Background: an optimization exercise with open tools, aiming at small area. Do not read the settings as production practice. Function was checked by simulation only, so behaviour that the tests miss may differ from the original. Power figures rest on the tool's default switching activity, not on a simulated workload.

==> design/flow/design.v <==
module ftsm_core (
    input  wire        clk,
    input  wire        rst,         
    input  wire        op_valid,
    output wire        op_ready,
    input  wire [23:0] op_word,
    output wire        eff_valid,
    input  wire        eff_ready,
    output wire [3:0]  eff_kind,
    output wire [15:0] eff_arg,
    output wire        done,
    output wire [15:0] ret_data
);
    localparam [2:0] PH_IDLE = 3'd0, PH_EXT = 3'd1, PH_BEGIN = 3'd2,
                     PH_EDONE = 3'd3, PH_TXND = 3'd4, PH_COENT = 3'd5,
                     PH_DONE = 3'd6, PH_RST = 3'd7;
    localparam [3:0] O_SUBMIT = 4'd1, O_RREAD = 4'd2, O_CSTART = 4'd3,
                     O_CABORT = 4'd4, O_DTGET = 4'd5, O_DTCNT = 4'd6,
                     O_TXD = 4'd8, O_RXD = 4'd9, O_RXE = 4'd10,
                     O_EDGE = 4'd11, O_FETO = 4'd12, O_COTO = 4'd13,
                     O_BM = 4'd14;
    localparam [2:0] FE_IDLE = 3'd0, FE_WTD = 3'd1, FE_WTE = 3'd2,
                     FE_WRD = 3'd3, FE_WIFT = 3'd4, FE_WBFT = 3'd5;
    localparam [3:0] CO_IDLE = 4'd0, CO_FIND = 4'd1, CO_SEND_INIT = 4'd2,
                     CO_WAIT_INIT = 4'd3, CO_SEND_RAND = 4'd4,
                     CO_WAIT_RAND = 4'd5, CO_SA_H = 4'd6, CO_SA_M = 4'd7,
                     CO_SA_L = 4'd8, CO_COMPARE = 4'd9, CO_PROG = 4'd10,
                     CO_WITHDRAW = 4'd12, CO_TERMINATE = 4'd13,
                     CO_ERROR = 4'd14, CO_EXIT = 4'd15;
    localparam [1:0] CL_NONE = 2'd0, CL_MAYBE = 2'd1, CL_ILLEGAL = 2'd3;
    localparam [3:0] PM_NONE = 4'd0, PM_CLR = 4'd1, PM_WR = 4'd2,
                     PM_GET = 4'd3, PM_CNT = 4'd4, PM_FREE = 4'd5,
                     PM_COLL = 4'd6,
                     PM_INIT = 4'd8, PM_CMPA = 4'd9, PM_CMPN = 4'd10,
                     PM_SPEC = 4'd11, PM_WD = 4'd12, PM_SA = 4'd13;
    reg [2:0]  phase, slot;
    reg [3:0]  opc;
    reg [6:0]  ret;                
    reg        pf;                 
    reg        run;                
    reg        c1, c2, k1;         
    reg        dly;                
    reg        sb;                 
    reg [2:0]  fe_state;
    reg [15:0] fe_frame;
    reg [7:0]  fe_resp;
    reg        fe_repeated, fe_activity, fe_wrd_armed;
    reg [3:0]  fe_status;
    reg [1:0]  bm_count;
    reg        td_state, td_owner, td_cb;
    reg        res_valid;
    reg [3:0]  res_status;
    reg [7:0]  res_resp;
    reg [3:0]  co_state;
    reg        co_full, co_abort;
    reg [6:0]  co_index;
    reg [1:0]  sw_found;           
    reg        sw_special, sw_first, mm_eq;
    reg [2:0]  sdiff;              
    reg [23:0] cur, mx;            
    reg [31:0] dE1, dE0, dO1, dO0;  
    reg [4:0]  dpos, spos;
    wire       f        = ret[0];
    wire       bm_fault = (bm_count == 2'd3);
    function [2:0] classify;        
        input [15:0] frame;
        reg [7:0] a, d;
        reg direct, special, bcast, is_qry, is_cfg;
        begin
            a = frame[15:8];
            d = frame[7:0];
            direct  = (a[7] == 1'b0);
            special = ((a[7:5] == 3'b101) || (a[7:5] == 3'b110)) && a[0];
            bcast   = (a[7:1] == 7'b1111111);
            is_qry  = (d >= 8'h90) && (d <= 8'hDF);
            is_cfg  = ((d >= 8'h20) && (d <= 8'h81)) ||
                      ((d >= 8'hE0) && (d <= 8'hE3));
            if (!a[0])
                classify = 3'b000;
            else if (special) begin
                if (a == 8'hA9 || a == 8'hC7)
                    classify[2:1] = CL_MAYBE;
                else if (a == 8'hBB || a == 8'hB9)
                    classify[2:1] = 2'd2;
                else
                    classify[2:1] = CL_NONE;
                classify[0] = (a == 8'hA5) || (a == 8'hA7 && d == 8'h00);
            end else begin
                if (is_qry)
                    classify[2:1] = direct ? 2'd2 : CL_ILLEGAL;
                else
                    classify[2:1] = CL_NONE;
                classify[0] = is_cfg && (direct || bcast);
            end
        end
    endfunction
    wire [2:0] cls = classify(fe_frame);
    reg        e_stop, e_tx, e_rx, e_st, e_last;
    reg [1:0]  stop_k;             
    reg        rx_one, st_co;
    reg [7:0]  st_t;
    reg [1:0]  last_k;             
    reg [3:0]  pmode;
    reg [2:0]  n_phase;
    reg [6:0]  n_ret;
    reg [2:0]  n_fe_state;
    reg [15:0] n_fe_frame;
    reg [7:0]  n_fe_resp;
    reg        n_fe_repeated, n_fe_activity, n_fe_wrd_armed;
    reg [3:0]  n_fe_status;
    reg [1:0]  n_bm_count;
    reg        n_td_state, n_td_owner, n_td_cb;
    reg        n_res_valid;
    reg [3:0]  n_res_status;
    reg [7:0]  n_res_resp;
    reg [3:0]  n_co_state;
    reg        n_co_full, n_co_abort;
    reg [6:0]  n_co_index;
    reg [1:0]  n_sw_found, found_inc;
    reg        n_sw_special, n_sw_first, n_mm_eq;
    reg [2:0]  n_sdiff;
    reg        answered;
    task fin;
        input [3:0] s;
        begin
            n_fe_status = s;
            e_last = 1'b1;
            n_fe_state = FE_IDLE;
            n_phase = PH_EDONE;
        end
    endtask
    task co_enter;
        input [3:0] s;
        begin
            n_co_state = s;
            n_phase = PH_COENT;
        end
    endtask
    task submit;
        input [15:0] frame;
        input [3:0]  on_refuse;
        begin
            if (td_state)
                co_enter(on_refuse);
            else begin
                n_td_owner = 1'b1;
                n_td_cb = 1'b1;
                n_fe_resp = 8'd0;
                n_td_state = 1'b1;
                n_fe_frame = frame;
                n_phase = PH_BEGIN;
            end
        end
    endtask
    always @* begin
        e_stop = 1'b0; e_tx = 1'b0; e_rx = 1'b0; e_st = 1'b0; e_last = 1'b0;
        stop_k = 2'd0; rx_one = 1'b0; st_co = 1'b0; st_t = 8'd0; last_k = 2'd0;
        pmode = PM_NONE;
        n_phase = PH_DONE;
        n_ret = ret;
        n_fe_state = fe_state;       n_fe_frame = fe_frame;
        n_fe_resp = fe_resp;
        n_fe_repeated = fe_repeated; n_fe_activity = fe_activity;
        n_fe_wrd_armed = fe_wrd_armed;
        n_fe_status = fe_status;
        n_bm_count = bm_count;
        n_td_state = td_state;       n_td_owner = td_owner;
        n_td_cb = td_cb;
        n_res_valid = res_valid;     n_res_status = res_status;
        n_res_resp = res_resp;
        n_co_state = co_state;       n_co_full = co_full;
        n_co_abort = co_abort;       n_co_index = co_index;
        n_sw_found = sw_found;       n_sw_special = sw_special;
        n_sw_first = sw_first;       n_mm_eq = mm_eq;
        n_sdiff = sdiff;
        answered = 1'b0;
        found_inc = sw_found;
        case (phase)
        PH_RST: begin
            pmode = PM_CLR;
            n_phase = PH_IDLE;
        end
        PH_EXT: begin
            n_ret = 7'd0;
            case (opc)
            O_SUBMIT: begin
                if (!td_state) begin
                    n_td_owner = 1'b0;
                    n_td_cb = f;
                    n_fe_resp = 8'd0;
                    n_td_state = 1'b1;
                    n_phase = PH_BEGIN;
                    n_ret = 7'd1;
                end
            end
            O_CSTART: begin
                if (co_state == CO_IDLE) begin
                    n_co_full = f;
                    n_co_abort = 1'b0;
                    n_co_index = 7'd0;
                    if (f) begin
                        pmode = PM_CLR;
                        co_enter(CO_SEND_INIT);
                    end else
                        co_enter(CO_FIND);
                    n_ret = 7'd1;
                end
            end
            O_CABORT: begin
                if (co_state == CO_WAIT_RAND) begin
                    e_stop = 1'b1; stop_k = 2'd2;
                    co_enter(CO_TERMINATE);
                    n_ret = 7'd1;
                end else if (co_state != CO_IDLE && co_state != CO_TERMINATE) begin
                    n_co_abort = 1'b1;
                    n_ret = 7'd1;
                end
            end
            O_DTGET: begin
                pmode = PM_GET;
                n_ret = ret;
            end
            O_DTCNT: begin
                pmode = PM_CNT;
                n_ret = ret;
            end
            O_TXD: begin
                if (fe_state == FE_WTD) begin
                    e_st = 1'b1; st_t = 8'd22;
                    e_last = 1'b1;
                    n_fe_state = FE_WTE;
                end
            end
            O_RXD: begin
                if (fe_state == FE_WTE) begin
                    e_stop = 1'b1; stop_k = 2'd1;
                    if (!pf)
                        fin(4'd5);
                    else if (cls[2:1] == CL_NONE) begin
                        n_fe_status = 4'd0;
                        e_st = 1'b1; st_t = 8'd12;
                        e_last = 1'b1;
                        n_fe_state = FE_WIFT;
                    end else begin
                        n_fe_activity = 1'b0;
                        e_rx = 1'b1; rx_one = 1'b1;
                        e_st = 1'b1; st_t = 8'd16;
                        e_last = 1'b1;
                        n_fe_state = FE_WRD;
                        n_fe_wrd_armed = 1'b1;
                    end
                end else if (fe_state == FE_WRD) begin
                    e_stop = fe_wrd_armed; stop_k = 2'd1;
                    n_fe_status = 4'd1;
                    e_st = 1'b1; st_t = 8'd9;
                    e_last = 1'b1;
                    n_fe_state = FE_WBFT;
                end
            end
            O_RXE: begin
                if (fe_state == FE_WTD)
                    fin(4'd4);
                else if (fe_state == FE_WTE) begin
                    e_stop = 1'b1; stop_k = 2'd1;
                    fin(4'd4);
                end else if (fe_state == FE_WRD) begin
                    e_stop = fe_wrd_armed; stop_k = 2'd1;
                    n_fe_status = fe_activity ? 4'd7 : 4'd6;
                    e_st = 1'b1; st_t = 8'd12;
                    e_last = 1'b1;
                    n_fe_state = FE_WIFT;
                end
            end
            O_EDGE: begin
                if (fe_state == FE_WRD)
                    n_fe_activity = 1'b1;
            end
            O_FETO: begin
                case (fe_state)
                FE_WTE: begin
                    e_stop = 1'b1; stop_k = 2'd0;
                    fin(4'd3);
                end
                FE_WRD: begin
                    if (fe_wrd_armed) begin
                        n_fe_wrd_armed = 1'b0;
                        if (!fe_activity) begin
                            e_stop = 1'b1; stop_k = 2'd0;
                            fin(cls[2:1] == CL_MAYBE ? 4'd2 : 4'd6);
                        end
                    end
                end
                FE_WIFT: begin
                    if (cls[0] && !fe_repeated) begin
                        n_fe_repeated = 1'b1;
                        e_tx = 1'b1; e_rx = 1'b1;
                        e_last = 1'b1;
                        n_fe_state = FE_WTD;
                    end else
                        fin(fe_status);
                end
                FE_WBFT:
                    fin(fe_status);
                default: ;
                endcase
            end
            O_COTO: begin
                if (co_state == CO_WAIT_RAND)
                    co_enter(CO_SA_H);
            end
            O_BM: begin
                if (f)
                    n_bm_count = bm_fault ? 2'd3 : bm_count + 2'd1;
                else
                    n_bm_count = 2'd0;
            end
            default: ;
            endcase
        end
        PH_BEGIN: begin
            n_fe_status = 4'd0;
            n_fe_repeated = 1'b0;
            n_fe_activity = 1'b0;
            if (bm_fault)
                fin(4'd9);
            else if (cls[2:1] == CL_ILLEGAL)
                fin(4'd8);
            else begin
                e_tx = 1'b1; e_rx = 1'b1;
                e_last = 1'b1;
                n_fe_state = FE_WTD;
            end
        end
        PH_EDONE: begin
            n_td_state = 1'b0;
            if (td_owner)
                n_phase = PH_TXND;
            else if (td_cb) begin
                e_last = 1'b1; last_k = 2'd1;
            end else begin
                n_res_status = fe_status;
                n_res_resp = fe_resp;
                n_res_valid = 1'b1;
            end
        end
        PH_TXND: begin
            if (co_abort && co_state != CO_TERMINATE)
                co_enter(CO_TERMINATE);
            else begin
                case (co_state)
                CO_FIND: begin
                    if (fe_status == 4'd1 || fe_status == 4'd7) begin
                        pmode = PM_WR;
                        if (co_index[5:0] != 6'd63) begin
                            n_co_index = co_index + 7'd1;
                            co_enter(CO_FIND);
                        end else begin
                            n_co_index = 7'd0;
                            co_enter(CO_SEND_INIT);
                        end
                    end else
                        co_enter(CO_ERROR);
                end
                CO_WAIT_INIT: begin
                    if (fe_status != 4'd0)
                        co_enter(CO_ERROR);
                    else if (co_full)
                        co_enter(CO_SEND_RAND);
                    else begin
                        n_co_index = co_index + 7'd1;
                        co_enter(CO_SEND_INIT);
                    end
                end
                CO_SEND_RAND: begin
                    if (fe_status != 4'd0) co_enter(CO_ERROR);
                    else                   co_enter(CO_WAIT_RAND);
                end
                CO_SA_H: begin
                    if (fe_status != 4'd0) co_enter(CO_ERROR);
                    else                   co_enter(CO_SA_M);
                end
                CO_SA_M: begin
                    if (fe_status != 4'd0) co_enter(CO_ERROR);
                    else                   co_enter(CO_SA_L);
                end
                CO_SA_L: begin
                    if (fe_status != 4'd0) co_enter(CO_ERROR);
                    else                   co_enter(CO_COMPARE);
                end
                CO_COMPARE: begin
                    answered = (fe_status == 4'd1) || (fe_status == 4'd7);
                    if (!answered && fe_status != 4'd2)
                        co_enter(CO_ERROR);
                    else begin
                        if (answered && sw_found != 2'd2)
                            found_inc = sw_found + 2'd1;
                        n_sw_found = found_inc;
                        if (mm_eq) begin
                            if (sw_first && found_inc == 2'd0 && !sw_special) begin
                                pmode = PM_SPEC;
                                n_sw_special = 1'b1;
                                n_mm_eq = pf;
                                co_enter(CO_SA_H);
                            end else if (found_inc == 2'd1)
                                co_enter(CO_PROG);
                            else
                                co_enter(CO_TERMINATE);
                        end else begin
                            pmode = answered ? PM_CMPA : PM_CMPN;
                            n_mm_eq = pf;
                            n_sw_found = 2'd0;
                            co_enter(CO_SA_H);
                        end
                    end
                end
                CO_PROG: begin
                    if (fe_status != 4'd0) co_enter(CO_ERROR);
                    else                   co_enter(CO_WITHDRAW);
                end
                CO_WITHDRAW: begin
                    if (fe_status != 4'd0)
                        co_enter(CO_ERROR);
                    else begin
                        pmode = PM_WD;
                        n_mm_eq = pf;
                        n_sw_found = 2'd0;
                        n_sw_special = 1'b0;
                        n_sw_first = 1'b0;
                        co_enter(CO_SA_H);
                    end
                end
                CO_TERMINATE: co_enter(CO_EXIT);
                default: ;
                endcase
            end
        end
        PH_COENT: begin
            case (co_state)
            CO_FIND:
                submit({1'b0, co_index[5:0], 1'b1, 8'h90}, CO_ERROR);
            CO_SEND_INIT: begin
                if (co_full) begin
                    n_co_state = CO_WAIT_INIT;
                    submit(16'hA500, CO_ERROR);
                end else begin
                    pmode = PM_COLL;
                    if (!pf)
                        co_enter(CO_SEND_RAND);
                    else begin
                        n_co_state = CO_WAIT_INIT;
                        submit({8'hA5, 1'b0, co_index[5:0], 1'b1}, CO_ERROR);
                    end
                end
            end
            CO_SEND_RAND: begin
                pmode = PM_INIT;
                n_mm_eq = 1'b0;
                n_sw_found = 2'd0;
                n_sw_special = 1'b0;
                n_sw_first = 1'b1;
                submit(16'hA700, CO_ERROR);
            end
            CO_WAIT_RAND: begin
                e_st = 1'b1; st_co = 1'b1; st_t = 8'd100;
            end
            CO_SA_H, CO_SA_M, CO_SA_L: begin
                if (sdiff[{co_state[1] & ~co_state[0], co_state[0]}]) begin
                    if (!td_state) pmode = PM_SA;
                    submit({co_state == CO_SA_H ? 8'hB1 :
                            co_state == CO_SA_M ? 8'hB3 : 8'hB5, fe_frame[7:0]},
                           CO_ERROR);
                end else
                    co_enter(co_state + 4'd1);
            end
            CO_COMPARE: begin
                n_sdiff = 3'b000;
                submit(16'hA900, CO_ERROR);
            end
            CO_PROG: begin
                pmode = PM_FREE;
                if (!pf)
                    co_enter(CO_TERMINATE);
                else
                    submit({8'hB7, 1'b0, co_index[5:0], 1'b1}, CO_ERROR);
            end
            CO_WITHDRAW:
                submit(16'hAB00, CO_ERROR);
            CO_TERMINATE: begin
                n_co_abort = 1'b0;
                submit(16'hA100, CO_EXIT);
            end
            CO_ERROR:
                co_enter(CO_EXIT);
            CO_EXIT: begin
                e_last = 1'b1; last_k = 2'd2;
                n_co_state = CO_IDLE;
            end
            default: ;
            endcase
        end
        default: ;
        endcase
    end
    reg        cur_en;
    reg [3:0]  k_out;
    reg [15:0] a_out;
    always @* begin
        cur_en = 1'b0;
        k_out = 4'd8;
        a_out = 16'd0;
        case (slot)
        3'd0: begin
            cur_en = e_stop;
            k_out = {1'b0, stop_k[1] | stop_k[0], ~stop_k[0], 1'b1};
        end
        3'd1: begin
            cur_en = e_tx;
            k_out = 4'd1;
            a_out = fe_frame;
        end
        3'd2: begin
            cur_en = e_rx;
            k_out = 4'd2;
            a_out = {14'd0, ~rx_one, rx_one};
        end
        3'd3: begin
            cur_en = e_st;
            k_out = {2'b01, st_co, 1'b0};
            a_out = {8'd0, st_t};
        end
        3'd4: begin
            cur_en = e_last;
            k_out = {2'b10, last_k[1], last_k[0]};
            a_out = last_k == 2'd0 ? {9'd0, fe_state, n_fe_status} :
                    last_k == 2'd1 ? {4'd0, fe_status, fe_resp} : 16'd0;
        end
        default: ;
        endcase
    end
    assign eff_valid = cur_en;
    assign eff_kind  = k_out;
    assign eff_arg   = a_out;
    assign op_ready  = (phase == PH_IDLE);
    assign done      = (phase == PH_DONE);
    assign ret_data  = (opc == O_RREAD) ? {3'd0, res_valid, res_status, res_resp}
                                        : {9'd0, ret};
    wire       is_sw   = pmode[3];
    wire       is_dt   = !pmode[3] && (pmode != PM_NONE);
    wire       single  = (pmode == PM_WR) || (pmode == PM_GET) || (pmode == PM_SA);
    wire [4:0] dstart  = (pmode == PM_GET) ? ret[5:1] :
                         (pmode == PM_WR || pmode == PM_COLL) ? co_index[5:1] : 5'd0;
    wire [1:0] sabyte  = {co_state[1] & ~co_state[0], co_state[0]};      
    wire [4:0] sstart  = (pmode == PM_SA) ? {sabyte, 3'd0} : 5'd0;
    wire       in_pass = (slot == 3'd5) && (pmode != PM_NONE);
    wire       step    = in_pass && (run || (is_dt ? (dpos == dstart) : (spos == sstart)));
    wire       last    = step && (single || (is_dt ? (dpos == 5'd31) : (spos == 5'd23)));
    wire       step_dt = step && is_dt;
    wire       step_sw = step && is_sw;
    wire [1:0] ev = {dE1[0], dE0[0]};
    wire [1:0] ov = {dO1[0], dO0[0]};
    wire [1:0] wv = (fe_status == 4'd1) ? 2'd1 : 2'd2;
    reg [1:0]  ne, no;
    reg        cur_in, mx_in, mnv, mxc;
    reg        p_pf, p_c1, p_c2, p_k1, p_sb;
    reg [2:0]  s3;
    reg        d_e, u1, nm1;
    reg [6:0]  p_ret, p_ci;
    reg [2:0]  p_sdiff;
    reg        pf_e, c1_e, c2_e;
    reg        x0, x1, y1, cn, sum1, inc;
    reg        qe, qo;
    always @* begin
        ne = ev; no = ov;
        cur_in = cur[0]; mx_in = mx[0];
        pf_e = run ? pf : is_sw;
        c1_e = run ? c1 : (pmode == PM_CMPA) ? sb : (pmode == PM_CMPN || pmode == PM_SPEC);
        c2_e = run ? c2 : (pmode == PM_CMPN);
        p_pf = pf_e; p_c1 = c1; p_c2 = c2; p_k1 = k1; p_sb = sb;
        p_ret = ret; p_ci = co_index;
        p_sdiff = sdiff;
        qe = 1'b0; qo = 1'b0;
        x0 = (pmode == PM_CMPN) ? mx[0] : 1'b1;
        x1 = (spos == 5'd23) ? 1'b0 : (pmode == PM_CMPN) ? mx[1] : 1'b1;
        y1 = (spos == 5'd23) ? 1'b0 : cur[1];
        cn = (x0 & cur[0]) | (x0 & c2_e) | (cur[0] & c2_e);
        sum1 = x1 ^ y1 ^ cn;
        inc = cur[0] ^ c1_e;
        d_e = run ? dly : 1'b0;
        s3 = {2'b00, cur[0]} + {2'b00, d_e} + {2'b00, ~mx[0]} +
             (run ? {1'b0, k1, c2} : {1'b0, sb, ~sb});
        nm1 = (spos == 5'd23) ? 1'b1 : ~mx[1];
        u1 = y1 ^ cur[0] ^ nm1 ^ s3[1];
        if (step_dt) begin
            case (pmode)
            PM_CLR: begin ne = 2'd0; no = 2'd0; end
            PM_WR: begin
                if (co_index[0]) no = wv;
                else             ne = wv;
            end
            PM_GET: p_ret = {5'd0, ret[0] ? ov : ev};
            PM_CNT: p_ret = (run ? ret : 7'd0) + {6'd0, ev == 2'd1} + {6'd0, ov == 2'd1};
            PM_FREE: begin
                if (!pf_e) begin
                    if (ev == 2'd0) begin
                        ne = 2'd1; p_ci = {1'b0, dpos, 1'b0}; p_pf = 1'b1;
                    end else if (ov == 2'd0) begin
                        no = 2'd1; p_ci = {1'b0, dpos, 1'b1}; p_pf = 1'b1;
                    end
                end
            end
            PM_COLL: begin
                qe = (ev == 2'd2) && (run || !co_index[0]) && !co_index[6];
                qo = (ov == 2'd2) && !co_index[6];
                if (!pf_e) begin
                    if (qe) begin
                        p_ci = {1'b0, dpos, 1'b0}; p_pf = 1'b1;
                    end else if (qo) begin
                        p_ci = {1'b0, dpos, 1'b1}; p_pf = 1'b1;
                    end
                end
            end
            default: ;
            endcase
        end
        if (step_sw && pmode != PM_SA) begin
            mnv = mx[0]; mxc = mx[0];
            case (pmode)
            PM_INIT: begin
                cur_in = (spos != 5'd23); mx_in = 1'b1;
                mnv = 1'b0; mxc = 1'b1;
                p_sb = 1'b1;
            end
            PM_CMPA: begin
                mx_in = cur[0]; cur_in = u1;
                mnv = inc;                       
                if (!run) p_sb = cur[0] ^ mx[0] ^ sb;
            end
            PM_CMPN: begin
                cur_in = sum1;
                mnv = inc;
                if (!run) p_sb = ~(cur[0] ^ mx[0]);
            end
            PM_SPEC:
                cur_in = inc;
            default: begin      
                mx_in = 1'b1; cur_in = sum1;
                mnv = cur[0]; mxc = 1'b1;
                if (!run) p_sb = ~cur[0];
            end
            endcase
            p_c1 = c1_e & cur[0];
            p_c2 = (pmode == PM_CMPA) ? s3[1] : cn;
            p_k1 = s3[2];
            p_pf = pf_e & ~(mnv ^ mxc);
            if (!run)
                p_sdiff = 3'b000;
            if (pmode == PM_INIT)
                p_sdiff = 3'b111;
            else if (cur_in ^ cur[0])
                p_sdiff[spos[4:3]] = 1'b1;
        end
    end
    always @(posedge clk) begin
        dE1 <= {ne[1], dE1[31:1]};
        dE0 <= {ne[0], dE0[31:1]};
        dO1 <= {no[1], dO1[31:1]};
        dO0 <= {no[0], dO0[31:1]};
        cur <= {cur_in, cur[23:1]};
        dly <= cur[0];
        mx  <= {mx_in, mx[23:1]};
    end
    wire commit = (slot == 3'd6) || (slot == 3'd5 && pmode == PM_NONE);
    always @(posedge clk) begin
        if (rst) begin
            dpos <= 5'd0;
            spos <= 5'd0;
        end else begin
            dpos <= dpos + 5'd1;
            spos <= (spos == 5'd23) ? 5'd0 : spos + 5'd1;
        end
    end
    always @(posedge clk) begin
        if (rst) begin
            phase <= PH_RST;
            slot <= 3'd5;
            run <= 1'b0;
            fe_state <= FE_IDLE;
            bm_count <= 2'd0;
            td_state <= 1'b0;
            res_valid <= 1'b0;
            co_state <= CO_IDLE;
        end else begin
            case (phase)
            PH_IDLE: begin
                if (op_valid) begin
                    phase <= PH_EXT;
                    slot <= 3'd0;
                    opc <= (op_word[23] == 1'b0 && op_word[18:17] == 2'b00) ?
                           op_word[22:19] : 4'd0;
                    ret <= (op_word[23:17] == {1'b0, O_DTGET, 2'b00}) ?
                           {1'b0, op_word[5:0]} : {6'd0, op_word[16]};
                    pf <= (op_word[15:0] == fe_frame);
                    if (op_word[23:17] == {1'b0, O_SUBMIT, 2'b00} && !td_state)
                        fe_frame <= op_word[15:0];
                    if (op_word[23:17] == {1'b0, O_RXD, 2'b00} && fe_state == FE_WRD)
                        fe_resp <= op_word[7:0];
                end
            end
            PH_DONE: begin
                phase <= PH_IDLE;
                if (opc == O_RREAD)
                    res_valid <= 1'b0;
            end
            default: begin
                if (slot[2:1] != 2'b11 && slot != 3'd5) begin
                    if (!cur_en || eff_ready)
                        slot <= slot + 3'd1;
                end else if (commit) begin
                    slot <= 3'd0;
                    phase <= n_phase;
                    ret <= n_ret;
                    fe_state <= n_fe_state;       fe_frame <= n_fe_frame;
                    fe_resp <= n_fe_resp;
                    fe_repeated <= n_fe_repeated; fe_activity <= n_fe_activity;
                    fe_wrd_armed <= n_fe_wrd_armed;
                    fe_status <= n_fe_status;
                    bm_count <= n_bm_count;
                    td_state <= n_td_state;       td_owner <= n_td_owner;
                    td_cb <= n_td_cb;
                    res_valid <= n_res_valid;     res_status <= n_res_status;
                    res_resp <= n_res_resp;
                    co_state <= n_co_state;       co_full <= n_co_full;
                    co_abort <= n_co_abort;       co_index <= n_co_index;
                    sw_found <= n_sw_found;       sw_special <= n_sw_special;
                    sw_first <= n_sw_first;       mm_eq <= n_mm_eq;
                    sdiff <= n_sdiff;
                end else if (step) begin
                    run <= !last;
                    if (last) slot <= 3'd6;
                    pf <= p_pf;
                    c1 <= p_c1;
                    c2 <= p_c2;
                    k1 <= p_k1;
                    sb <= p_sb;
                    ret <= p_ret;
                    co_index <= p_ci;
                    sdiff <= p_sdiff;
                    if (pmode == PM_SA)
                        fe_frame[7:0] <= cur[7:0];
                end
            end
            endcase
        end
    end
endmodule
==> design/flow/flow/run.sh <==
#!/bin/bash
# Standard ORFS layout (the standard.sh), with:
#  1. the standard synthesis, unchanged, then its combinational logic
#     re-mapped by ABC with a stronger area script (reopt.ys); every
#     flip-flop instance, its cell type and its nets are kept as they are;
#  2. port buffers of the smallest buffer cell (buf_1), one per port as before;
#  3. CTS with clkbuf_16 only, sink clusters of up to 28 and no dummy loads.
# Each tool's output goes to a log of its own in this folder.
set -euo pipefail
here=$(pwd)
res=$here/orfs/results/$FLOW_PLATFORM/ftsm_core/base
export BUFFER_PORTS_ARGS="-buffer_cell sky130_fd_sc_hd__buf_1"
export CTS_ARGS="-sink_clustering_enable -repair_clock_nets -dont_use_dummy_load -buf_list {sky130_fd_sc_hd__clkbuf_16} -sink_clustering_size 28 -sink_clustering_max_diameter 100"

# 1. standard synthesis up to the Yosys netlist
bash standard.sh "$res/1_2_yosys.v" > make_synth.log 2>&1
cp "$res/1_2_yosys.v" "$here/std_1_2_yosys.v"

# re-map the combinational logic
lib=$FLOW_HOME/platforms/$FLOW_PLATFORM/lib/sky130_fd_sc_hd__tt_025C_1v80.lib
dontuse=""
for c in $(cat flow/dont_use.txt); do dontuse="$dontuse -dont_use $c"; done
sed -e "s#@LIB@#$lib#g" -e "s#@DONTUSE@#$dontuse#g" -e "s#@IN@#$here/std_1_2_yosys.v#g" \
    -e "s#@OUT@#$here/reopt_1_2_yosys.v#g" -e "s#@SCRIPT@#$here/flow/area.abc#g" \
    flow/reopt.ys > reopt.ys
${YOSYS_EXE:-yosys} -s reopt.ys > reopt.log 2>&1
cp "$here/reopt_1_2_yosys.v" "$res/1_2_yosys.v"
touch "$res/1_2_yosys.v"

# 2./3. the rest of the standard layout
bash standard.sh > make_layout.log 2>&1
==> design/flow/flow/area.abc <==
strash
&get -n
&deepsyn -T 90
&put
dch -f
map -a
topo
dnsize -c
==> design/flow/flow/dont_use.txt <==
sky130_fd_sc_hd__probe_p_8 sky130_fd_sc_hd__probec_p_8 sky130_fd_sc_hd__lpflow_bleeder_1 sky130_fd_sc_hd__lpflow_clkbufkapwr_1 sky130_fd_sc_hd__lpflow_clkbufkapwr_16 sky130_fd_sc_hd__lpflow_clkbufkapwr_2 sky130_fd_sc_hd__lpflow_clkbufkapwr_4 sky130_fd_sc_hd__lpflow_clkbufkapwr_8 sky130_fd_sc_hd__lpflow_clkinvkapwr_1 sky130_fd_sc_hd__lpflow_clkinvkapwr_16 sky130_fd_sc_hd__lpflow_clkinvkapwr_2 sky130_fd_sc_hd__lpflow_clkinvkapwr_4 sky130_fd_sc_hd__lpflow_clkinvkapwr_8 sky130_fd_sc_hd__lpflow_decapkapwr_12 sky130_fd_sc_hd__lpflow_decapkapwr_3 sky130_fd_sc_hd__lpflow_decapkapwr_4 sky130_fd_sc_hd__lpflow_decapkapwr_6 sky130_fd_sc_hd__lpflow_decapkapwr_8 sky130_fd_sc_hd__lpflow_inputiso0n_1 sky130_fd_sc_hd__lpflow_inputiso0p_1 sky130_fd_sc_hd__lpflow_inputiso1n_1 sky130_fd_sc_hd__lpflow_inputiso1p_1 sky130_fd_sc_hd__lpflow_inputisolatch_1 sky130_fd_sc_hd__lpflow_isobufsrc_1 sky130_fd_sc_hd__lpflow_isobufsrc_16 sky130_fd_sc_hd__lpflow_isobufsrc_2 sky130_fd_sc_hd__lpflow_isobufsrc_4 sky130_fd_sc_hd__lpflow_isobufsrc_8 sky130_fd_sc_hd__lpflow_isobufsrckapwr_16 sky130_fd_sc_hd__lpflow_lsbuf_lh_hl_isowell_tap_1 sky130_fd_sc_hd__lpflow_lsbuf_lh_hl_isowell_tap_2 sky130_fd_sc_hd__lpflow_lsbuf_lh_hl_isowell_tap_4 sky130_fd_sc_hd__lpflow_lsbuf_lh_isowell_4 sky130_fd_sc_hd__lpflow_lsbuf_lh_isowell_tap_1 sky130_fd_sc_hd__lpflow_lsbuf_lh_isowell_tap_2 sky130_fd_sc_hd__lpflow_lsbuf_lh_isowell_tap_4
==> design/flow/flow/reopt.ys <==
read_liberty -ignore_miss_func @LIB@
blackbox sky130_fd_sc_hd__*df* sky130_fd_sc_hd__*dl* sky130_fd_sc_hd__conb_1
read_verilog @IN@
hierarchy -check -top ftsm_core
flatten
opt -purge
tee -o reopt_before.stat stat -liberty @LIB@
abc -script @SCRIPT@ -liberty @LIB@ @DONTUSE@
opt_clean -purge
hilomap -singleton -hicell sky130_fd_sc_hd__conb_1 HI -locell sky130_fd_sc_hd__conb_1 LO
insbuf -buf sky130_fd_sc_hd__buf_4 A X
opt_clean -purge
tee -o reopt_after.stat stat -liberty @LIB@
check
write_verilog -noattr -nohex -nodec @OUT@
==> design/flow/standard.sh <==
#!/bin/bash
# synth_recipe.tcl (not shown) runs the flow's synth.tcl, then flattens the netlist and writes it again
# the make line also repeats each setting of config.mk as NAME=value (left out here)
make -C /OpenROAD-flow-scripts/flow DESIGN_CONFIG=/design/flow/config.mk WORK_HOME=/design/flow/orfs CLKGATE_MAP_FILE= SYNTH_SCRIPT=/design/flow/synth_recipe.tcl "${@:-finish}"
==> design/flow/config.mk <==
export PLATFORM = sky130hd
export DESIGN_NAME = ftsm_core
export DESIGN_NICKNAME = ftsm_core
export VERILOG_FILES = /design/flow/design.v
export SDC_FILE = /design/flow/constraint.sdc
export NUM_CORES = 4
export LEC_CHECK = 0
export ABC_AREA = 1
export CAP_MARGIN = 20
export CORE_MARGIN = 2
export CORE_UTILIZATION = 40
export PLACE_DENSITY = 0.6
export SLEW_MARGIN = 20
==> design/flow/constraint.sdc <==
create_clock -name core_clock -period 45.0 [get_ports {clk}]
set_input_delay 9.0000 -clock core_clock [delete_from_list [all_inputs] [get_ports {clk}]]
set_output_delay 9.0000 -clock core_clock [all_outputs]
set_load 0.01 [all_outputs]
==> out/qor.yml, run 1 <==
timing:
  fin_tns_setup_ns: 0
  fin_skew_ns: 0.0639
  relSlewSlack_pct: 40.7
  fin_crit_ns: 12.70
  max_freq_ghz: 0.0788
  slew_viol_final: 0
  setup_viol: 0
  final_hold_viol_count: 0
  tightest_slew_ns: 0.881
  fin_crit_sh_pct: 28.2
  grt_setup_unrepaired: "no"
critical_path:
  cp.depth: 11
  startpoint_type: "flop"
  worst_ep_required_time_ns: 36.00
  cpPeakStageDelay_ns: 0.49
  crit_chain: "clkinv_1 -> nor2_1 -> nand2_1 -> nor3_1 -> clkinv_1 -> nor2_1 -> clkinv_1 -> nor3_1 -> clkinv_1 -> o311ai_0 -> buf_1"
  cp-end-kind: "output port"
  arrival_ns: 3.70
  worstRegToRegCells: 20
  path_common_cell: "clkinv_1"
  crit_fanout: 11
  cp_slowest_cell: "dfxtp_1"
  crit_type: "flop to output port"
  critical_path.top_delay_family: "simple AND/OR/NAND/NOR gates"
  cp.buffers_inverters: 5
clock_network:
  cts-resized-gates: 0
  postCtsSetupRepairBufs: 0
  ctsHtreeMaxLevel: 1
  cts.clk_slew.worst_paths_ns: 0.11
  cts_inserted_buffers: 15
  clk_latency_ns: 0.51
  hold_buffers: 0
  cts_tree: "done"
  cts-root-buf: "clkbuf_16"
  clk_path_buf_depth: 3
  cts_sinks: 283
place:
  gp_congestion: 1.01
  dp_cells: 1593
  placed_area_um2: 11400
  hpwl_mm: 24.8
  portBuffers: 63
layout:
  layout-drive-gt1-share_pct: 2.35
  nNetsFinal: 1304
  fin_area_um2: 11800
  area_delta_synth_final_pct: 10.2
  finalNonFillerCells: 1609
  post-route-util_pct: 45.1
  insertedDiodeCount: 0
status:
  status: "complete, no violations"
power:
  power_frac_comb_pct: 24.3
  vdd.ir_drop.worst_uv: 28.6
  p_sw_share_pct: 34.0
  power.switching_mw: 0.192
  leakagePower_nw: 4.17
  power_mw: 0.565
  pwr-share-clk_pct: 24.1
  p_seq_share_pct: 51.6
  pwr_density_cell_nw_per_um2: 47.9
  p_int_mw: 0.373
grt:
  grt_use_met2_pct: 35.0
  grt_max_degree: 29
  grt_pass1_wl_mm: 48.7
  busiest_layer: "met2"
  grt_use_met1_pct: 30.8
  grt_antenna_before_repair: 0
  grt_pass1_vias: 8341
  grt-ovfl-total: 0
  grt_use_total_pct: 22.5
  use_met3_pct: 4.92
route:
  dr.pass1.iters: 7
  wl_per_cell_um: 20.0
  drtIter0Drc: 1038
  viasPerCell: 5.54
  drcViolationCount: 0
  vias: 8911
  ant_nets: 0
  drt-total-wl_mm: 32.2
die:
  boundaryPins: 67
  start_util_pct: 40.9
  row_count: 59
  die_area_um2: 28100
  die_y_um: 168
  fp.coreArea_um2: 26200
  die_w_um: 168
hold_path:
  hold-path-cell-count: 0
  hp-class: "flop to flop"
yosys:
  synth_cells: 1189
  syn_area_um2: 10700
  yosysWarningCount: 1
  syn_area_per_cell_um2: 9.01
run:
  cap_violations: 0
==> power by group through the flow <==
stage	combinational, mW	clock, mW	sequential (mW)
final	0.137	0.136	0.292
after global routing	0.150	0.149	0.293
after CTS	0.134	0.139	0.291
after detailed placement	0.133	0	0.297
after global placement	0.134	0	0.297
after floorplan	0.0852	0	0.291
==> placed cells by master (no fill, tap or decap), types with 2 or more instances in the layout <==
| cell type | count |
|---|---|
| a2111oi_0 | 2 |
| a211oi_1 | 4 |
| a21oi_1 | 79 |
| a221oi_1 | 4 |
| a22oi_1 | 9 |
| a311oi_1 | 3 |
| a31oi_1 | 10 |
| a32o_1 | 2 |
| a41oi_1 | 3 |
| buf_1 | 63 |
| buf_4 | 8 |
| clkbuf_16 | 15 |
| clkinv_1 | 181 |
| conb_1 | 3 |
| dfxtp_1 | 205 |
| edfxtp_1 | 78 |
| nand2_1 | 172 |
| nand3_1 | 45 |
| nand4_1 | 5 |
| nor2_1 | 173 |
| nor3_1 | 37 |
| nor4_1 | 9 |
| o2111ai_1 | 7 |
| o211ai_1 | 16 |
| o21ai_0 | 64 |
| o221ai_1 | 7 |
| o22ai_1 | 23 |
| o311ai_0 | 3 |
| o31ai_1 | 7 |
| o32ai_1 | 10 |
| or2_2 | 3 |
| xor2_1 | 10 |
==> flip-flops by register name (all words and copies together) (netlist names), 4 cells and up <==
register / count
dO0: 32
fe_resp: 8
dE0: 32
co_state: 4
spos: 5
mx: 24
fe_status: 4
cur: 24
dE1: 32
dO1: 32
ret: 7
res_status: 4
res_resp: 8
fe_frame: 16
dpos: 5
opc: 4
co_index: 7
==> final timing paths <==
kind                          startpoint                 endpoint  slack, ns
setup / recovery   phase[0]$_SDFFE_PP1P_               eff_arg[2]      32.30
hold / removal           dO1[23]$_DFF_P_          dO1[22]$_DFF_P_       0.28
setup reg to reg  fe_status[1]$_DFFE_PP_  res_status[2]$_DFFE_PP_      37.32
hold reg to reg          dO1[23]$_DFF_P_          dO1[22]$_DFF_P_       0.28
==> area by class of cell <==
| type | instances | area (um2) |
|---|---|---|
| Timing Repair Buffer | 72 | 308 |
| Multi-Input combinational cell | 723 | 3580 |
| Inverter | 181 | 679 |
| Fill cell | 2606 | 14400 |
| Tap cell | 335 | 419 |
| Sequential cell | 283 | 6450 |
| Clock buffer | 15 | 375 |
==> layer usage <==
metal | up-vias | wire [um] | share of wire, %
li1 | 4224 | - | -
met1 | 4145 | 14000 | 44
met2 | 463 | 13700 | 43
met3 | 79 | 3090 | 9.6
met4 | 0 | 1310 | 4.1
met5 | - | 0 | 0
==> stage by stage <==
step	hold slack, ns	setup WS (ns)
final	0.281	32.30
after global routing	0.282	32.04
after CTS	0.288	32.42
after detailed placement	0.312	32.86
after global placement	0.310	32.69
after floorplan	0.310	33.52
==> run 2, diff against run 1 <==
==> design/flow/flow/area.abc (replaced) <==
strash
&get -n
&deepsyn -T 90
&put
dch -f
amap
strash
dch -f
amap
topo
dnsize -c
--- a/design/flow/flow/reopt.ys
+++ b/design/flow/flow/reopt.ys
@@ -3,6 +3,7 @@
 read_verilog @IN@
 hierarchy -check -top ftsm_core
 flatten
+rename -hide w:*.*
 opt -purge
 tee -o reopt_before.stat stat -liberty @LIB@
 abc -script @SCRIPT@ -liberty @LIB@ @DONTUSE@
==> run 2 against run 1 <==
Still clean. Via count fell by 2.2%. Cell count fell by 4.8%. Sequential cell count did not move. Register-to-register slack improved by 0.31 ns. Critical path type unchanged. Highest routed layer unchanged.
==> out/qor.yml, run 2 <==
timing:
  fin_crit_sh_pct: 29.9
  fin_crit_ns: 13.47
  grt_setup_unrepaired: "no"
  setup_ws_ns: 31.54
  slew_viol_final: 0
  hold_slack_ns: 0.317
  relSlewSlack_pct: 30.7
  fin_skew_ns: 0.0490
  setup_viol: 0
  max_freq_ghz: 0.0743
  final_hold_viol_count: 0
  fin_tns_setup_ns: 0
  tightest_slew_ns: 1.04
place:
  placed_area_um2: 11300
  portBuffers: 63
  dp_cells: 1517
  pre_cts_ws_ns: 32.10
  hpwl_mm: 25.5
  gp_congestion: 0.985
layout:
  multiInputGateArea_um2: 3560
  fin_area_um2: 11700
  insertedDiodeCount: 0
  area_delta_synth_final_pct: 10.2
  layout-drive-gt1-share_pct: 2.17
  fill_cells: 2564
  post-route-util_pct: 44.9
  final_cell_mix: "dfxtp_1 (205), nor2_1 (173), clkinv_1 (150)"
  finalNonFillerCells: 1531
  nNetsFinal: 1226
  layout_commonest_cell: "dfxtp_1"
  register_area_um2: 6450
clock_network:
  cts-resized-gates: 0
  hold_buffers: 0
  clk_latency_ns: 0.51
  cts-root-buf: "clkbuf_16"
  postCtsSetupRepairBufs: 0
  cts_tree: "done"
  cts_sinks: 283
  clk_path_buf_depth: 3
  cts.clk_slew.worst_paths_ns: 0.09
  ctsHtreeMaxLevel: 1
  cts_inserted_buffers: 14
grt:
  grt-ovfl-total: 0
  grt_pass1_vias: 8424
  grt_max_degree: 29
  grt_antenna_before_repair: 0
  grt_pass1_wl_mm: 50.8
  grt_use_total_pct: 23.5
route:
  viasPerCell: 5.69
  dr.pass1.iters: 6
  wl_per_cell_um: 21.4
  drtIter0Drc: 805
  drcViolationCount: 0
  ant_nets: 0
  vias: 8712
  drt-total-wl_mm: 32.8
power:
  pwr_density_cell_nw_per_um2: 49.2
  leakagePower_nw: 3.94
  vdd.ir_drop.worst_uv: 32.9
  power_mw: 0.574
critical_path:
  worst_ep_required_time_ns: 36.00
  crit_type: "flop to output port"
  startpoint_type: "flop"
  crit_chain: "clkinv_1 -> nand2_1 -> nor3_1 -> a31oi_1 -> nor4_1 -> nor2_1 -> nor3_1 -> clkinv_1 -> nor2_1 -> o21ai_0 -> o21ai_0 -> clkinv_1 -> nand2_1 -> o41ai_1 -> o21ai_0 -> o21ai_0 -> clkinv_1 -> o221ai_1 -> buf_1"
  cp-end-kind: "output port"
  cp_slowest_cell: "nor4_1"
  arrival_ns: 4.46
  cpPeakStageDelay_ns: 0.65
  crit_fanout: 5
yosys:
  syn_area_per_cell_um2: 9.53
  synth_cells: 1110
  syn_area_um2: 10600
  yosysWarningCount: 1
die:
  row_count: 59
  start_util_pct: 40.7
  fp.coreArea_um2: 26000
  die_area_um2: 27800
  die_y_um: 167
  boundaryPins: 67
  die_w_um: 167
status:
  status: "complete, no violations"
hold_path:
  hp-class: "flop to flop"
run:
  cap_violations: 0
[run 2: cell types whose count changed in the layout (fill, tap and decap cells not counted), moves of 9 or more]
cell / before / now
a211oi_1: 4 / 16
a21oi_1: 79 / 54
clkinv_1: 181 / 150
nand2_1: 172 / 83
nand3_1: 45 / 18
nor2b_1: 0 / 10
nor3_1: 37 / 51
o211ai_1: 16 / 5
o21ai_0: 64 / 79
o22ai_1: 23 / 35
or3_1: 1 / 10
xor2_1: 10 / 0
[run 2: routing by layer]
layer  share of wire (%)  routed length, um  vias up  global-route usage [%]
met2                  44              14600      363                    37.4
met1                  45              14900     4165                    33.2
met3                 6.8               2240       63                    3.14
li1                    -                  -     4121                       -
met4                 3.4               1130        0                    7.91
met5                   0                  0        -                       0
[run 2: critical path, delay by kind of cell, from the launching register on]
family                 cells  cell delay (ns)
buffers and inverters      5             0.75
AND/OR/NAND/NOR            7             1.65
AO/OA/AOI/OAI              7             1.18
flip-flops                 1             0.42
[run 2: cell type report]
class                      instances  share of cell area, %
sequential                       283                   55.3
timing repair buffer              74                   2.74
clock buffer                      14                   3.01
inverter                         150                   4.83
tap                              335                   3.60
multi-input combinational        675                   30.5
[run 2: final timing paths]
path | start | to | slack [ns] | cells after the start
hold reg to reg | dE0[3]$_DFF_P_ | dE0[2]$_DFF_P_ | 0.32 | 0
setup reg to reg | fe_status[1]$_DFFE_PP_ | co_index[3]$_DFFE_PP_ | 37.63 | 23
setup / recovery | fe_frame[14]$_DFFE_PP_ | eff_arg[2] | 31.54 | 19
hold / removal | dE0[3]$_DFF_P_ | dE0[2]$_DFF_P_ | 0.32 | 0
[run 2: power breakdown]
| group | total, mW | leakage, nW | switching, mW | internal, mW |
|---|---|---|---|---|
| sequential | 0.308 | 2.38 | 0.0169 | 0.291 |
| clock | 0.130 | 0.173 | 0.0739 | 0.0562 |
| combinational | 0.136 | 1.39 | 0.0997 | 0.0361 |
| total | 0.574 | 3.94 | 0.191 | 0.383 |
==> run 3, diff against run 2 <==
--- a/design/flow/config.mk
+++ b/design/flow/config.mk
@@ -6,8 +6,9 @@
 export NUM_CORES = 4
 export LEC_CHECK = 0
 export ABC_AREA = 1
-export CAP_MARGIN = 20
+export CAP_MARGIN = 10
 export CORE_MARGIN = 2
 export CORE_UTILIZATION = 40
+export GPL_TIMING_DRIVEN = 0
 export PLACE_DENSITY = 0.6
-export SLEW_MARGIN = 20
+export SLEW_MARGIN = 10
==> run 3 against run 2 <==
Clock power increased by 5%. Wire length fell by 4.5%. Still clean. Non-clock buffer count decreased by 5. Design area hardly changed. Critical path type unchanged.
==> out/qor.yml, run 3 <==
critical_path:
  arrival_ns: 4.93
  crit_fanout: 5
  worst_ep_required_time_ns: 36.00
  crit_type: "flop to output port"
  startpoint_type: "flop"
  cp-end-kind: "output port"
route:
  drtIter0Drc: 920
  ant_nets: 0
  dr.pass1.iters: 5
  wl_per_cell_um: 20.5
  drt-total-wl_mm: 31.4
  vias: 8733
  drcViolationCount: 0
  viasPerCell: 5.72
timing:
  setup_viol: 0
  max_freq_ghz: 0.0718
  tightest_slew_ns: 1.26
  setup_ws_ns: 31.07
  slew_viol_final: 0
  fin_crit_ns: 13.93
  fin_tns_setup_ns: 0
  fin_skew_ns: 0.0335
  relSlewSlack_pct: 15.9
  fin_crit_sh_pct: 30.9
  hold_slack_ns: 0.305
  grt_setup_unrepaired: "no"
  final_hold_viol_count: 0
clock_network:
  clk_path_buf_depth: 3
  clk_latency_ns: 0.50
  ctsHtreeMaxLevel: 1
  cts-resized-gates: 0
  cts_tree: "done"
  cts_inserted_buffers: 15
  cts-root-buf: "clkbuf_16"
  cts.clk_slew.worst_paths_ns: 0.09
  postCtsSetupRepairBufs: 0
  cts_sinks: 283
  hold_buffers: 0
grt:
  busiest_layer: "met2"
  grt_max_degree: 29
  grt_antenna_before_repair: 1
  grt_use_met2_pct: 33.7
  grt_use_met1_pct: 31.4
  grt_pass1_wl_mm: 47.5
  grt_pass1_vias: 8116
  grt_use_total_pct: 22.0
  grt-ovfl-total: 0
  use_met3_pct: 3.85
power:
  leakagePower_nw: 3.93
  pwr_density_cell_nw_per_um2: 49.6
  vdd.ir_drop.worst_uv: 41.6
  power_mw: 0.577
yosys:
  syn_area_per_cell_um2: 9.53
  syn_area_um2: 10600
  yosysWarningCount: 1
  synth_cells: 1110
layout:
  layout-drive-gt1-share_pct: 2.01
  insertedDiodeCount: 0
  post-route-util_pct: 44.8
  fill_cells: 2604
  layout_commonest_cell: "dfxtp_1"
  area_delta_synth_final_pct: 10.2
  nNetsFinal: 1222
  final_cell_mix: "dfxtp_1 (205), nor2_1 (172), clkinv_1 (150)"
  multiInputGateArea_um2: 3570
  register_area_um2: 6450
die:
  die_y_um: 167
  fp.coreArea_um2: 26000
  die_area_um2: 27800
  row_count: 59
  boundaryPins: 67
  die_w_um: 167
  start_util_pct: 40.7
place:
  portBuffers: 63
  hpwl_mm: 24.0
  gp_congestion: 0.932
  pre_cts_ws_ns: 31.63
hold_path:
  hp-class: "flop to flop"
run:
  cap_violations: 0
status:
  status: "complete, no violations"
==> run 3: per-stage QoR <==
stage          area (um2)  instances
2_1_floorplan       10600       1112
3_3_place_gp        11200       1510
3_5_place_dp        11300       1512
4_1_cts             11600       1527
5_1_grt             11700       1527
6_report            11700       1527
==> run 3: layout make-up <==
cell class | instances | area share, %
repair buffers | 65 | 2.14
inverters | 150 | 4.83
flip-flops and latches | 283 | 55.3
clock buffers | 15 | 3.22
well taps | 335 | 3.60
plain buffers | 4 | 0.225
multi-input cells | 675 | 30.7
==> run 3: routing by layer <==
metal	routed length, um	share of wire (%)	vias up
met2	13600	43	412
met1	14000	45	4116
met3	2610	8.3	74
li1	-	-	4131
met4	1120	3.6	0
met5	0	0	-
==> run 3: power by group <==
group | switching (mW) | internal [mW] | leakage, nW
clock | 0.0757 | 0.0600 | 0.185
sequential | 0.0172 | 0.291 | 2.38
combinational | 0.0987 | 0.0351 | 1.36
==> run 3: worst paths after layout <==
kind	start	end	slack, ns	cells after the start
hold reg to reg	mx[20]$_DFF_P_	mx[19]$_DFF_P_	0.31	0
setup reg to reg	fe_status[0]$_DFFE_PP_	co_index[1]$_DFFE_PP_	36.46	23
hold / removal	mx[20]$_DFF_P_	mx[19]$_DFF_P_	0.31	0
setup / recovery	fe_frame[14]$_DFFE_PP_	eff_arg[2]	31.07	18
==> run 3: critical path, cell delays in order (launching register included) <==
cell and delay, ns:
edfxtp_1 0.42, clkinv_1 0.21, nor2_1 0.21, a31oi_1 0.10, nor4_1 0.69, nor2_1 0.21, nor3_1 0.41, clkinv_1 0.20
nor2_1 0.17, o21ai_0 0.13, o21ai_0 0.40, clkinv_1 0.23, nand2_1 0.15, o41ai_1 0.08, o21ai_0 0.29, o21ai_0 0.19
clkinv_1 0.07, o221ai_1 0.12, buf_1 0.15
==> run 4, diff against run 3 <==
--- a/design/flow/flow/run.sh
+++ b/design/flow/flow/run.sh
@@ -4,13 +4,14 @@
 #     re-mapped by ABC with a stronger area script (reopt.ys); every
 #     flip-flop instance, its cell type and its nets are kept as they are;
 #  2. port buffers of the smallest buffer cell (buf_1), one per port as before;
-#  3. CTS with clkbuf_16 only, sink clusters of up to 28 and no dummy loads.
+#  3. CTS with clkbuf_16 sink-cluster buffers (clusters of up to 30), clkbuf_8
+#     root and tree buffers, and no dummy loads.
 # Each tool's output goes to a log of its own in this folder.
 set -euo pipefail
 here=$(pwd)
 res=$here/orfs/results/$FLOW_PLATFORM/ftsm_core/base
 export BUFFER_PORTS_ARGS="-buffer_cell sky130_fd_sc_hd__buf_1"
-export CTS_ARGS="-sink_clustering_enable -repair_clock_nets -dont_use_dummy_load -buf_list {sky130_fd_sc_hd__clkbuf_16} -sink_clustering_size 28 -sink_clustering_max_diameter 100"
+export CTS_ARGS="-sink_clustering_enable -repair_clock_nets -dont_use_dummy_load -root_buf sky130_fd_sc_hd__clkbuf_8 -buf_list {sky130_fd_sc_hd__clkbuf_8} -sink_clustering_buffer sky130_fd_sc_hd__clkbuf_16 -sink_clustering_size 30 -sink_clustering_max_diameter 90"
 
 # 1. standard synthesis up to the Yosys netlist
 bash standard.sh "$res/1_2_yosys.v" > make_synth.log 2>&1
==> design/flow/flow/area.abc (replaced) <==
strash
&get -n
&deepsyn -T 90
&put
dch -f
amap
strash
&get -n
&deepsyn -T 90
&put
dch -f
amap
topo
dnsize -c
--- a/design/flow/config.mk
+++ b/design/flow/config.mk
@@ -6,9 +6,8 @@
 export NUM_CORES = 4
 export LEC_CHECK = 0
 export ABC_AREA = 1
-export CAP_MARGIN = 10
+export CAP_MARGIN = 20
 export CORE_MARGIN = 2
 export CORE_UTILIZATION = 40
-export GPL_TIMING_DRIVEN = 0
 export PLACE_DENSITY = 0.6
-export SLEW_MARGIN = 10
+export SLEW_MARGIN = 20
==> run 4 against run 3 <==
Register-to-register slack worse by 0.15 ns. Cell count rose by 0.13%. Design area shrank 0.33%. Die area is 0.15% lower. Sequential cell count unchanged. Largest power group unchanged. Wire length is 4.4% higher. Global-route usage up 1.2 points. Core utilization down 0.15 points.
==> out/qor.yml, run 4 <==
power:
  power_mw: 0.563
  power.switching_mw: 0.181
  pwr_density_cell_nw_per_um2: 48.5
  leakagePower_nw: 4.00
  vdd.ir_drop.worst_uv: 40.7
  p_int_mw: 0.383
  p_sw_share_pct: 32.1
  power_frac_comb_pct: 22.3
  p_seq_share_pct: 55.6
  pwr-share-clk_pct: 22.1
route:
  ant_nets: 0
  drtIter0Drc: 855
  dr.pass1.iters: 6
  drcViolationCount: 0
  wl_per_cell_um: 21.4
  viasPerCell: 5.75
  drt-total-wl_mm: 32.7
  vias: 8785
hold_path:
  hp-class: "flop to flop"
layout:
  post-route-util_pct: 44.7
  final_cell_mix: "dfxtp_1 (205), nor2_1 (196), clkinv_1 (147)"
  layout_commonest_cell: "dfxtp_1"
  fill_cells: 2577
  area_delta_synth_final_pct: 9.96
  nNetsFinal: 1224
  multiInputGateArea_um2: 3580
  register_area_um2: 6450
  layout-drive-gt1-share_pct: 2.09
  insertedDiodeCount: 0
die:
  start_util_pct: 40.6
  row_count: 59
  die_y_um: 167
  boundaryPins: 67
  die_area_um2: 27700
  die_w_um: 167
  fp.coreArea_um2: 26000
clock_network:
  cts-resized-gates: 0
  clk_latency_ns: 0.56
  cts_sinks: 283
  cts_inserted_buffers: 14
  ctsHtreeMaxLevel: 1
  cts-root-buf: "clkbuf_8"
  postCtsSetupRepairBufs: 0
  cts.clk_slew.worst_paths_ns: 0.11
  clk_path_buf_depth: 3
  cts_tree: "done"
  hold_buffers: 0
place:
  gp_congestion: 0.983
  hpwl_mm: 25.2
  pre_cts_ws_ns: 32.29
  portBuffers: 63
grt:
  grt_pass1_wl_mm: 49.9
  grt-ovfl-total: 0
  grt_antenna_before_repair: 0
  grt_max_degree: 31
  grt_pass1_vias: 8308
  grt_use_total_pct: 23.2
yosys:
  syn_area_um2: 10600
  yosysWarningCount: 1
  synth_cells: 1110
  syn_area_per_cell_um2: 9.52
critical_path:
  startpoint_type: "flop"
  crit_type: "flop to output port"
  crit_fanout: 4
  arrival_ns: 4.38
  cp-end-kind: "output port"
  worst_ep_required_time_ns: 36.00
timing:
  fin_crit_ns: 13.38
  final_hold_viol_count: 0
  setup_viol: 0
  relSlewSlack_pct: 30.9
  tightest_slew_ns: 1.02
  fin_tns_setup_ns: 0
  max_freq_ghz: 0.0748
  fin_crit_sh_pct: 29.7
  fin_skew_ns: 0.0554
  slew_viol_final: 0
  grt_setup_unrepaired: "no"
  setup_ws_ns: 31.62
run:
  cap_violations: 0
status:
  status: "complete, no violations"
[run 4: final cells by class]
| type | instances | share of cell area (%) |
|---|---|---|
| flip-flops and latches | 283 | 55.5 |
| multi-input cells | 678 | 30.8 |
| inverters | 147 | 4.75 |
| well taps | 335 | 3.61 |
| clock buffers | 14 | 2.73 |
| repair buffers | 72 | 2.62 |
[run 4: critical path: stages (launching register included)]
cell,delay (ns)
edfxtp_1,0.43
clkinv_1,0.15
nor2_1,0.20
nand3_1,0.14
nor2_1,0.10
a31oi_1,0.05
nor4_1,0.60
nor3_1,0.18
nor4_1,0.40
nor2_1,0.11
o21ai_0,0.39
clkinv_1,0.20
a221oi_1,0.46
o221ai_1,0.22
buf_1,0.17
[run 4: path summary, 6_finish.rpt]
kind         cells past startpoint  slack, ns              startpoint                       to
min reg2reg                      0       0.31         cur[20]$_DFF_P_          cur[19]$_DFF_P_
max reg2reg                     25      36.31  fe_status[0]$_DFFE_PP_  res_status[2]$_DFFE_PP_
max                             14      31.62  fe_frame[13]$_DFFE_PP_               eff_arg[1]
min                              0       0.31         cur[20]$_DFF_P_          cur[19]$_DFF_P_
[run 4: layer usage]
layer	global-route usage, %	wire [um]	share of wire [%]	vias to the layer above
li1	-	-	-	4101
met1	31.4	14200	43	4185
met2	37.9	14700	45	417
met3	3.78	2570	7.8	82
met4	8.21	1280	3.9	0
met5	0	0	0	-
[run 4: power by group through the flow]
stage	sequential (mW)	combinational [mW]	clock (mW)
after floorplan	0.311	0.0777	0
after global placement	0.319	0.123	0
after detailed placement	0.318	0.121	0
after CTS	0.313	0.122	0.129
after global routing	0.316	0.135	0.139
final	0.313	0.126	0.124
[run 4: stage by stage]
stage | hold slack, ns | instances | area, um2
final | 0.310 | 1529 | 11600
after global routing | 0.317 | 1529 | 11600
after CTS | 0.315 | 1529 | 11600
after detailed placement | 0.312 | 1515 | 11300
after global placement | 0.311 | 1515 | 11300
after floorplan | 0.310 | 1112 | 10600
==> run 5, diff against run 4 <==
--- a/design/flow/flow/run.sh
+++ b/design/flow/flow/run.sh
@@ -4,14 +4,13 @@
 #     re-mapped by ABC with a stronger area script (reopt.ys); every
 #     flip-flop instance, its cell type and its nets are kept as they are;
 #  2. port buffers of the smallest buffer cell (buf_1), one per port as before;
-#  3. CTS with clkbuf_16 sink-cluster buffers (clusters of up to 30), clkbuf_8
-#     root and tree buffers, and no dummy loads.
+#  3. CTS with clkbuf_16 only, sink clusters of up to 30, a clkbuf_8 root and no dummy loads.
 # Each tool's output goes to a log of its own in this folder.
 set -euo pipefail
 here=$(pwd)
 res=$here/orfs/results/$FLOW_PLATFORM/ftsm_core/base
 export BUFFER_PORTS_ARGS="-buffer_cell sky130_fd_sc_hd__buf_1"
-export CTS_ARGS="-sink_clustering_enable -repair_clock_nets -dont_use_dummy_load -root_buf sky130_fd_sc_hd__clkbuf_8 -buf_list {sky130_fd_sc_hd__clkbuf_8} -sink_clustering_buffer sky130_fd_sc_hd__clkbuf_16 -sink_clustering_size 30 -sink_clustering_max_diameter 90"
+export CTS_ARGS="-sink_clustering_enable -repair_clock_nets -dont_use_dummy_load -root_buf sky130_fd_sc_hd__clkbuf_8 -buf_list {sky130_fd_sc_hd__clkbuf_16} -sink_clustering_size 30 -sink_clustering_max_diameter 90"
 
 # 1. standard synthesis up to the Yosys netlist
 bash standard.sh "$res/1_2_yosys.v" > make_synth.log 2>&1
==> design/flow/flow/area.abc (replaced) <==
strash
&get -n
&deepsyn -T 90
&put
dch -f
amap
strash
dch -f
amap
topo
dnsize -c
==> run 5 against run 4 <==
Largest cell class unchanged. Core utilization about the same. Critical path type unchanged. Sequential share of layout area down 0.054 points. Critical path depth up 5. Clock skew down 0.0070 ns. Still clean. Wire length up 1.0%. Critical endpoint is now eff_arg[2]. Sequential cell count unchanged. Cell count up 0.13%. Clock power about the same. Via count down 0.87%. Synthesized area up 0.15%. Setup slack worse by 0.18 ns. Register-to-register slack better by 1.1 ns.
==> out/qor.yml, run 5 <==
die:
  die_y_um: 167
  die_w_um: 167
  die_area_um2: 27800
  row_count: 59
  boundaryPins: 67
  fp.coreArea_um2: 26000
  start_util_pct: 40.7
critical_path:
  crit_fanout: 5
  cp-end-kind: "output port"
  startpoint_type: "flop"
  worst_ep_required_time_ns: 36.00
  crit_type: "flop to output port"
  arrival_ns: 4.56
route:
  wl_per_cell_um: 21.6
  dr.pass1.iters: 6
  drt-total-wl_mm: 33.1
  ant_nets: 0
  drtIter0Drc: 824
  vias: 8709
  viasPerCell: 5.69
  drcViolationCount: 0
clock_network:
  cts_sinks: 283
  clk_path_buf_depth: 3
  clk_latency_ns: 0.55
  cts_tree: "done"
  cts_inserted_buffers: 14
  cts.clk_slew.worst_paths_ns: 0.10
  cts-root-buf: "clkbuf_8"
  ctsHtreeMaxLevel: 1
  postCtsSetupRepairBufs: 0
  hold_buffers: 0
  cts-resized-gates: 0
timing:
  final_hold_viol_count: 0
  fin_skew_ns: 0.0483
  grt_setup_unrepaired: "no"
  fin_crit_sh_pct: 30.1
  setup_viol: 0
  tightest_slew_ns: 1.02
  max_freq_ghz: 0.0738
  slew_viol_final: 0
  relSlewSlack_pct: 30.0
  fin_crit_ns: 13.56
  fin_tns_setup_ns: 0
layout:
  insertedDiodeCount: 0
  layout-drive-gt1-share_pct: 2.26
  final_cell_mix: "dfxtp_1 (205), nor2_1 (173), clkinv_1 (150)"
  layout_commonest_cell: "dfxtp_1"
  nNetsFinal: 1226
  area_delta_synth_final_pct: 9.90
power:
  vdd.ir_drop.worst_uv: 37.9
  leakagePower_nw: 3.93
  pwr_density_cell_nw_per_um2: 49.0
  power_mw: 0.570
grt:
  grt_pass1_vias: 8406
  grt_pass1_wl_mm: 50.8
  grt_max_degree: 31
  grt_use_total_pct: 23.6
  grt_antenna_before_repair: 0
  grt-ovfl-total: 0
place:
  gp_congestion: 0.985
  portBuffers: 63
  hpwl_mm: 25.5
yosys:
  synth_cells: 1110
  syn_area_per_cell_um2: 9.53
  syn_area_um2: 10600
  yosysWarningCount: 1
status:
  status: "complete, no violations"
hold_path:
  hp-class: "flop to flop"
run:
  cap_violations: 0
## run 5: power breakdown
group | switching [mW] | internal [mW]
logic | 0.101 | 0.0361
clock network | 0.0751 | 0.0501
registers | 0.0169 | 0.291
## run 5: routing by layer
metal / wire length [um] / global-route usage [%] / up-vias
li1: - / - / 4111
met1: 15000 / 33.3 / 4154
met2: 14600 / 37.2 / 376
met3: 2240 / 3.40 / 68
met4: 1190 / 8.13 / 0
met5: 0 / 0 / -
## run 5: metrics by stage
| stage | cells | area [um2] | utilization (%) | hold slack (ns) | setup slack [ns] |
|---|---|---|---|---|---|
| after global placement | 1517 | 11300 | 43.5 | 0.311 | 32.13 |
| after CTS | 1531 | 11600 | 44.7 | 0.313 | 31.49 |
| after global routing | 1531 | 11600 | 44.7 | 0.313 | 31.15 |
| after floorplan | 1112 | 10600 | - | 0.310 | 33.35 |
| after detailed placement | 1517 | 11300 | 43.5 | 0.312 | 32.10 |
| final | 1531 | 11600 | 44.7 | 0.310 | 31.44 |
## run 5: critical path, stage by stage (launching register included)
cell and delay, ns:
edfxtp_1 0.43, clkinv_1 0.12, nand2_1 0.11, nor3_1 0.15, a31oi_1 0.06, nor4_1 0.67
nor2_1 0.17, nor3_1 0.27, clkinv_1 0.17, nor2_1 0.14, o21ai_0 0.11, o21ai_0 0.39
clkinv_1 0.20, nand2_1 0.13, o41ai_1 0.08, o21ai_0 0.26, o21ai_0 0.19, clkinv_1 0.08
o221ai_1 0.12, buf_1 0.17
## run 5: final timing paths
path / start / end / slack [ns] / cells past startpoint
max: fe_frame[14]$_DFFE_PP_ / eff_arg[2] / 31.44 / 19
min: mx[21]$_DFF_P_ / mx[20]$_DFF_P_ / 0.31 / 0
max reg2reg: fe_status[1]$_DFFE_PP_ / co_index[3]$_DFFE_PP_ / 37.40 / 23
min reg2reg: mx[21]$_DFF_P_ / mx[20]$_DFF_P_ / 0.31 / 0
## run 5: final cells by class
class,instances,area (um2)
timing repair buffer,74,319
clock buffer,14,317
multi-input combinational,675,3560
tap,335,419
sequential,283,6450
inverter,150,563
fill,2561,14400

## static timing again, ports no longer ideal
The flow's constraints put no driver on any port. The routed layouts listed below were extracted and timed again, unchanged, in two steps. Step 1 sets driving cells, clkbuf_16 on the clock port and buf_2 on the other inputs (assumed; they add their load-dependent delay and slew). Step 2 times the ports against the registers' clock, not the clock port: input delays grow and output delays shrink by t, the midpoint of the rising clock arrivals with the driver on. a / b / c = ideal / step 1 / step 2; a / b = the first two.
| run | t (ns) | setup slack, ns | worst setup path at the end | cell pins on the clock port's net |
|---|---|---|---|---|
| run 1 | 0.526 | 32.304 / 32.255 / 32.781 | register to output | 1 |
| run 2 | 0.530 | 31.535 / 31.486 / 32.016 | register to output | 1 |
| run 3 | 0.525 | 31.073 / 31.028 / 31.553 | register to output | 1 |
| run 4 | 0.578 | 31.625 / 31.581 / 32.159 | register to output | 1 |
| run 5 | 0.573 | 31.441 / 31.399 / 31.972 | register to output | 1 |
After both steps setup and hold are still met in every run listed.
